What follows belongs to an exercise in optimizing a design on an open flow for small area, a short achievable clock period and few clock cycles per item; a production flow would make more cautious choices. Where RTL was checked, it was by simulation tests only, not by an equivalence proof against the original. Power and IR drop assume default switching activity.

==> flow/design.v <==
module fb_draw (
    input  wire        clk,
    input  wire        rst,         
    input  wire        cmd_valid,
    output wire        cmd_ready,
    input  wire [2:0]  cmd_op,      
    input  wire [15:0] cmd_x,       
    input  wire [15:0] cmd_y,       
    input  wire [15:0] cmd_len,     
    input  wire [15:0] cmd_h,       
    input  wire [7:0]  cmd_c,       
    input  wire        dat_valid,
    output wire        dat_ready,
    input  wire [7:0]  dat_byte,
    output wire        px_valid,
    input  wire        px_ready,
    output wire [7:0]  px_x,
    output wire [6:0]  px_y,
    output wire [7:0]  px_c,
    output wire        ack          
);
    localparam OP_CLEAR  = 3'd0;
    localparam OP_PIXEL  = 3'd1;
    localparam OP_HLINE  = 3'd2;
    localparam OP_VLINE  = 3'd3;
    localparam OP_CIRCLE = 3'd4;
    localparam OP_BLIT   = 3'd5;
    function [17:0] fadd;
        input [17:0] a, b;
        input        ci;
        reg   [17:0] g, p, gg, pp;
        reg   [18:0] c;
        integer i, k;
        begin
            g = a & b;
            p = a ^ b;
            gg = g;
            pp = p;
            for (k = 1; k < 18; k = k * 2)
                for (i = 0; i < 18; i = i + 1)
                    if ((i / k) % 2 == 1) begin
                        gg[i] = gg[i] | (pp[i] & gg[(i / k) * k - 1]);
                        pp[i] = pp[i] & pp[(i / k) * k - 1];
                    end
            c[0] = ci;
            for (i = 0; i < 18; i = i + 1)
                c[i + 1] = gg[i] | (pp[i] & ci);
            fadd = p ^ c[17:0];
        end
    endfunction
    function [15:0] finc;
        input [15:0] a;
        integer i;
        begin
            for (i = 0; i < 16; i = i + 1)
                finc[i] = a[i] ^ (&(a | ~((16'd1 << i) - 16'd1)));
        end
    endfunction
    function [15:0] fdec;
        input [15:0] a;
        integer i;
        begin
            for (i = 0; i < 16; i = i + 1)
                fdec[i] = a[i] ^ ~(|(a & ((16'd1 << i) - 16'd1)));
        end
    endfunction
    reg rdy;           
    reg ackr;          
    reg busy;          
    reg m_setup;       
    reg m_scan;        
    reg m_circ;        
    reg isblit;        
    reg g;             
    reg first;         
    reg cinit;         
    reg dneg;          
    reg [3:0] emask;   
    reg [7:0] ex1, ex2;    
    reg [6:0] ey1, ey2;    
    reg signed [15:0] ox, oy;      
    reg [15:0] cx, cy;             
    reg signed [17:0] dd;          
    reg signed [17:0] ff;          
    reg [7:0] pc;
    reg       dr;
    reg       sv;
    reg [7:0] sb;
    assign cmd_ready = rdy;
    assign ack       = ackr;
    assign px_valid  = (emask != 4'd0);
    assign px_c      = pc;
    assign dat_ready = dr;
    wire acc = rdy & cmd_valid;
    function hzero;   
        input [10:0] a, b;
        input        ci;
        hzero = ((a ^ b) == {(a[9:0] | b[9:0]), ci});
    endfunction
    wire [8:0] xs1 = {1'b0, ox[7:0]} + {1'b0, cx[7:0]};
    wire [8:0] xs2 = {1'b0, ox[7:0]} + {1'b0, ~cx[7:0]} + 9'd1;
    wire [10:0] xh  = {{3{ox[15]}}, ox[15:8]};
    wire hx1 = hzero(xh, {3'b000, cx[15:8]}, xs1[8]);
    wire hx2 = hzero(xh, {3'b111, ~cx[15:8]}, xs2[8]);
    wire [7:0] ys1 = {1'b0, oy[6:0]} + {1'b0, cy[6:0]};
    wire [7:0] ys2 = {1'b0, oy[6:0]} + {1'b0, ~cy[6:0]} + 8'd1;
    wire [10:0] yh  = {{2{oy[15]}}, oy[15:7]};
    wire hy1 = hzero(yh, {2'b00, cy[15:7]}, ys1[7]);
    wire hy2 = hzero(yh, {2'b11, ~cy[15:7]}, ys2[7]);
    wire [7:0] P1 = xs1[7:0], P2 = xs2[7:0];
    wire [6:0] Q1 = ys1[6:0], Q2 = ys2[6:0];
    function lx;   
        input [7:0] v;
        lx = !(v[7] && (v[6] || v[5]));
    endfunction
    wire vx1 = hx1 & lx(P1), vx2 = hx2 & lx(P2), vy1 = hy1, vy2 = hy2;
    wire [3:0] vis = {vx1 & vy2, vx2 & vy2, vx2 & vy1, vx1 & vy1};
    wire [3:0] dup  = first ? (g ? 4'b0110 : 4'b1100) : 4'b0000;
    wire [3:0] gvis = vis & ~dup;               
    wire [3:0] erest = emask & (emask - 4'd1);   
    wire [1:0] sidx  = emask[0] ? 2'd0 : emask[1] ? 2'd1 : emask[2] ? 2'd2 : 2'd3;
    wire [7:0] selx  = (sidx == 2'd1 || sidx == 2'd2) ? ex2 : ex1;
    wire [6:0] sely  = sidx[1] ? ey2 : ey1;
    assign px_x = selx;
    assign px_y = sely;
    wire       ld    = (emask == 4'd0) | (px_ready & (erest == 4'd0));
    wire        c_live = m_circ & (cinit | ff[17] | (ff[16:3] == 14'd0 && !(ff[2] && ff[1])));   
    wire [15:0] cx1    = finc(cx);
    wire [15:0] cy1    = finc(cy);
    wire [15:0] cym1   = fdec(cy);
    wire [17:0] dop    = dneg ? {1'b0, cx1, 1'b1} : ff;    
    wire [17:0] dd_n   = fadd(dd, dop, 1'b0);
    wire [17:0] ff_n   = ff + {15'd0, cinit | !dneg, cinit | dneg, 1'b0};
    wire [17:0] base = dd;
    wire [17:0] lsum = dd_n;                                       
    wire [7:0]  lim  = g ? 8'd128 : 8'd160;
    wire        oth  = g ? (ox[15:8] == 8'd0 && lx(ox[7:0])) : (oy[15:7] == 9'd0);
    wire        b_lo = base[17];
    wire        b_hi = !b_lo && (base[16:0] >= {9'd0, lim});
    wire        e_hi = !lsum[17] && (lsum[16:0] > {9'd0, lim});
    wire        e_gt = !lsum[17] && (lsum != 18'd0);              
    wire        l_ne = oth & !b_hi & e_gt & (ff[15:0] != 16'd0);   
    wire [7:0]  l_s  = b_lo ? 8'd0 : base[7:0];
    wire [7:0]  l_e  = e_hi ? lim : lsum[7:0];
    wire take    = dr & dat_valid;
    wire have    = !isblit | sv | take;
    wire [7:0] byte_in = sv ? sb : dat_byte;
    wire row_end = (cx1 == dd[15:0]);
    wire blk_end = (cy1 == ff[15:0]);
    wire more  = m_setup | m_scan | c_live;
    wire ack_n = busy & !more & ld;
    always @(posedge clk) begin
        if (rst) begin
            rdy     <= 1'b1;
            ackr    <= 1'b0;
            busy    <= 1'b0;
            m_setup <= 1'b0;
            m_scan  <= 1'b0;
            m_circ  <= 1'b0;
            emask   <= 4'd0;
                        sv      <= 1'b0;
            dr      <= 1'b0;
        end else begin
            ackr <= ack_n;
            rdy  <= acc ? 1'b0 : (ack_n | !busy);
            if (ack_n) begin
                busy   <= 1'b0;
                m_circ <= 1'b0;
            end
            if (acc) begin
                busy    <= 1'b1;
                                sv      <= 1'b0;
                ox      <= (cmd_op == OP_CLEAR) ? 16'sd0 : cmd_x;
                oy      <= (cmd_op == OP_CLEAR) ? 16'sd0 : cmd_y;
                cx      <= (cmd_op == OP_CIRCLE) ? cmd_len : 16'd0;
                cy      <= 16'd0;
                dd      <= (cmd_op == OP_CIRCLE) ? ~{2'b00, cmd_len} :
                           (cmd_op == OP_CLEAR) ? 18'sd160 :
                           (cmd_op == OP_BLIT) ? {2'b00, cmd_len} :
                           (cmd_op == OP_VLINE) ? {{2{cmd_y[15]}}, cmd_y} : {{2{cmd_x[15]}}, cmd_x};
                ff      <= (cmd_op == OP_CIRCLE) ? {1'b1, ~cmd_len, 1'b1} :      
                           (cmd_op == OP_CLEAR) ? 18'sd128 :
                           (cmd_op == OP_BLIT) ? {2'b00, cmd_h} :
                           (cmd_op == OP_PIXEL) ? 18'd1 : {2'b00, cmd_len};
                pc      <= (cmd_op == OP_CLEAR) ? 8'd0 : cmd_c;
                g       <= (cmd_op == OP_VLINE);
                first   <= 1'b1;
                cinit   <= 1'b1;
                dneg    <= (cmd_op == OP_CIRCLE) && (cmd_len[15:1] != 15'd0);    
                emask   <= 4'd0;
                isblit  <= (cmd_op == OP_BLIT);
                m_setup <= (cmd_op == OP_PIXEL) || (cmd_op == OP_HLINE) || (cmd_op == OP_VLINE);
                m_circ  <= (cmd_op == OP_CIRCLE);
                m_scan  <= (cmd_op == OP_CLEAR) ||
                           ((cmd_op == OP_BLIT) && (cmd_len != 16'd0) && (cmd_h != 16'd0));
                dr      <= (cmd_op == OP_BLIT) && (cmd_len != 16'd0) && (cmd_h != 16'd0);
            end else if (m_setup) begin
                m_setup <= 1'b0;
                m_scan  <= l_ne;
                g       <= 1'b0;
                if (g) begin
                    oy <= 16'sd0;
                    cx <= 16'd0;
                    cy <= {8'd0, l_s};
                    dd <= 18'sd1;
                    ff <= {10'd0, l_e};
                end else begin
                    ox <= 16'sd0;
                    cx <= {8'd0, l_s};
                    cy <= 16'd0;
                    dd <= {10'd0, l_e};
                    ff <= 18'sd1;
                end
            end else if (m_circ) begin
                if (cinit) begin
                    cinit <= 1'b0;
                    ff    <= ff_n;                      
                end
                if (px_ready) emask <= erest;
                if (c_live && ld) begin
                    if (ld) begin
                        emask <= gvis;
                        ex1   <= P1[7:0];
                        ex2   <= P2[7:0];
                        ey1   <= Q1[6:0];
                        ey2   <= Q2[6:0];
                    end
                    g <= !g;
                    if (!g) begin                       
                        cx <= cy;
                        cy <= cx;
                    end else begin                      
                        first <= 1'b0;
                        cx    <= dneg ? cy : cym1;
                        cy    <= cx1;
                        dd    <= dd_n;
                        dneg  <= dd_n[17] & ~(&dd_n[16:1]);    
                        ff    <= ff_n;
                    end
                end
            end else if (m_scan) begin
                if (ld && have) begin
                    emask <= {3'b000, vis[0]};
                    ex1   <= P1;
                    ey1   <= Q1;
                    if (isblit) pc <= byte_in;
                    sv  <= 1'b0;
                    if (row_end) begin
                        cx <= 16'd0;
                        cy <= cy1;
                    end else begin
                        cx <= cx1;
                    end
                    if (row_end && blk_end) begin
                        m_scan <= 1'b0;
                        dr     <= 1'b0;
                    end else begin
                        dr     <= isblit;
                    end
                end else begin
                    if (px_ready) emask <= 4'd0;
                    if (take) begin    
                        sb <= dat_byte;
                        sv <= 1'b1;
                        dr <= 1'b0;
                    end
                end
            end else if (px_ready) begin
                emask <= 4'd0;
            end
        end
    end
endmodule
Settings: LEC_CHECK=0, CAP_MARGIN=70, CORE_MARGIN=2, CORE_UTILIZATION=30, GPL_TIMING_DRIVEN=1, PLACE_DENSITY=0.6, SLEW_MARGIN=70; clock period 15.0 ns.
standard.sh (not shown) runs the stock make flow with config.mk's settings and CLKGATE_MAP_FILE= SYNTH_SCRIPT=/design/flow/synth_recipe.tcl, a recipe that flattens the netlist after the stock synthesis.
==> flow/flow/run.sh <==
#!/bin/bash
# Standard layout flow, with timing repair aimed at a setup slack of 10.5 ns.
bash standard.sh SETUP_SLACK_MARGIN=10.5 finish > standard.log 2>&1
The starting point passed the timing, design-rule and antenna checks.
Rerun with:
--- a/flow/design.v
+++ b/flow/design.v
@@ -75,21 +75,24 @@
     reg first;         
     reg cinit;         
     reg dneg;          
     reg [3:0] emask;   
+    reg       e_none;  
+    reg       e_one;   
     reg [7:0] ex1, ex2;    
     reg [6:0] ey1, ey2;    
     reg signed [15:0] ox, oy;      
     reg [15:0] cx, cy;             
     reg signed [17:0] dd;          
     reg signed [17:0] ff;          
+    reg [16:0] ee;                 
     reg [7:0] pc;
     reg       dr;
     reg       sv;
     reg [7:0] sb;
     assign cmd_ready = rdy;
     assign ack       = ackr;
-    assign px_valid  = (emask != 4'd0);
+    assign px_valid  = !e_none;
     assign px_c      = pc;
     assign dat_ready = dr;
     wire acc = rdy & cmd_valid;
     function hzero;   
@@ -117,19 +120,23 @@
     wire [3:0] vis = {vx1 & vy2, vx2 & vy2, vx2 & vy1, vx1 & vy1};
     wire [3:0] dup  = first ? (g ? 4'b0110 : 4'b1100) : 4'b0000;
     wire [3:0] gvis = vis & ~dup;               
     wire [3:0] erest = emask & (emask - 4'd1);   
+    function [1:0] eflags;   
+        input [3:0] m;
+        eflags = {m == 4'd0, (m & (m - 4'd1)) == 4'd0};
+    endfunction
     wire [1:0] sidx  = emask[0] ? 2'd0 : emask[1] ? 2'd1 : emask[2] ? 2'd2 : 2'd3;
     wire [7:0] selx  = (sidx == 2'd1 || sidx == 2'd2) ? ex2 : ex1;
     wire [6:0] sely  = sidx[1] ? ey2 : ey1;
     assign px_x = selx;
     assign px_y = sely;
-    wire       ld    = (emask == 4'd0) | (px_ready & (erest == 4'd0));
+    wire       ld    = e_none | (px_ready & e_one);
     wire        c_live = m_circ & (cinit | ff[17] | (ff[16:3] == 14'd0 && !(ff[2] && ff[1])));   
     wire [15:0] cx1    = finc(cx);
     wire [15:0] cy1    = finc(cy);
     wire [15:0] cym1   = fdec(cy);
-    wire [17:0] dop    = dneg ? {1'b0, cx1, 1'b1} : ff;    
+    wire [17:0] dop    = dneg ? {1'b0, ee} : ff;           
     wire [17:0] dd_n   = fadd(dd, dop, 1'b0);
     wire [17:0] ff_n   = ff + {15'd0, cinit | !dneg, cinit | dneg, 1'b0};
     wire [17:0] base = dd;
     wire [17:0] lsum = dd_n;                                       
@@ -157,8 +164,9 @@
             m_setup <= 1'b0;
             m_scan  <= 1'b0;
             m_circ  <= 1'b0;
             emask   <= 4'd0;
+            {e_none, e_one} <= 2'b11;
                         sv      <= 1'b0;
             dr      <= 1'b0;
         end else begin
             ackr <= ack_n;
@@ -185,10 +193,12 @@
                 pc      <= (cmd_op == OP_CLEAR) ? 8'd0 : cmd_c;
                 g       <= (cmd_op == OP_VLINE);
                 first   <= 1'b1;
                 cinit   <= 1'b1;
+                ee      <= 17'd3;
                 dneg    <= (cmd_op == OP_CIRCLE) && (cmd_len[15:1] != 15'd0);    
                 emask   <= 4'd0;
+            {e_none, e_one} <= 2'b11;
                 isblit  <= (cmd_op == OP_BLIT);
                 m_setup <= (cmd_op == OP_PIXEL) || (cmd_op == OP_HLINE) || (cmd_op == OP_VLINE);
                 m_circ  <= (cmd_op == OP_CIRCLE);
                 m_scan  <= (cmd_op == OP_CLEAR) ||
@@ -215,17 +225,19 @@
                 if (cinit) begin
                     cinit <= 1'b0;
                     ff    <= ff_n;                      
                 end
-                if (px_ready) emask <= erest;
+                if (px_ready) begin
+                    emask <= erest;
+                    {e_none, e_one} <= eflags(erest);
+                end
                 if (c_live && ld) begin
-                    if (ld) begin
-                        emask <= gvis;
-                        ex1   <= P1[7:0];
-                        ex2   <= P2[7:0];
-                        ey1   <= Q1[6:0];
-                        ey2   <= Q2[6:0];
-                    end
+                    emask <= gvis;
+                    {e_none, e_one} <= eflags(gvis);
+                    ex1   <= P1[7:0];
+                    ex2   <= P2[7:0];
+                    ey1   <= Q1[6:0];
+                    ey2   <= Q2[6:0];
                     g <= !g;
                     if (!g) begin                       
                         cx <= cy;
                         cy <= cx;
@@ -233,15 +245,17 @@
                         first <= 1'b0;
                         cx    <= dneg ? cy : cym1;
                         cy    <= cx1;
                         dd    <= dd_n;
+                        ee    <= ee + 17'd2;
                         dneg  <= dd_n[17] & ~(&dd_n[16:1]);    
                         ff    <= ff_n;
                     end
                 end
             end else if (m_scan) begin
                 if (ld && have) begin
                     emask <= {3'b000, vis[0]};
+                    {e_none, e_one} <= {!vis[0], 1'b1};
                     ex1   <= P1;
                     ey1   <= Q1;
                     if (isblit) pc <= byte_in;
                     sv  <= 1'b0;
@@ -257,17 +271,21 @@
                     end else begin
                         dr     <= isblit;
                     end
                 end else begin
-                    if (px_ready) emask <= 4'd0;
+                    if (px_ready) begin
+                        emask <= 4'd0;
+                        {e_none, e_one} <= 2'b11;
+                    end
                     if (take) begin    
                         sb <= dat_byte;
                         sv <= 1'b1;
                         dr <= 1'b0;
                     end
                 end
             end else if (px_ready) begin
                 emask <= 4'd0;
+                {e_none, e_one} <= 2'b11;
             end
         end
     end
 endmodule
The changed run finished clean; synthesized area climbs by 7.7%; maximum frequency climbs by 14%; via count climbs by 4.8%; core utilization drops by 1.9 points; total power drops by 1.6%.
Testbench counts after the change, summed over its fixed seeds: cycles 122,404, items 2,400.
Only the layout flow was run in the first run of this note; the RTL was not checked for function there.

port drivers added, routing unchanged:
The flow's constraints put no driver on any port. The routed layouts listed below were extracted and timed again, unchanged, in two steps. Step 1: set_driving_cell puts a clkbuf_16 on clk and a buf_2 on each other input, an assumption about the parent block. Step 2 also shifts input and output timing later by t, the mid clock arrival at the registers, as if the neighbouring blocks saw the same clock. a / b / c = ideal ports / drivers / drivers and shift; a / b = the first two.
run	shift t [ns]	setup slack, ns	worst setup path after step 2	slew at the worst register clock pin (ns)
the first run	0.503	9.682 / 9.682 / 9.682	register to register	0.08 / 0.08
the second run	0.516	10.316 / 10.266 / 10.030	input to register	0.08 / 0.08
After both steps setup and hold are still met in every run listed. The setup slack of the second run, which loses most, moves by -0.050 ns with the drivers and by -0.286 ns with both steps.
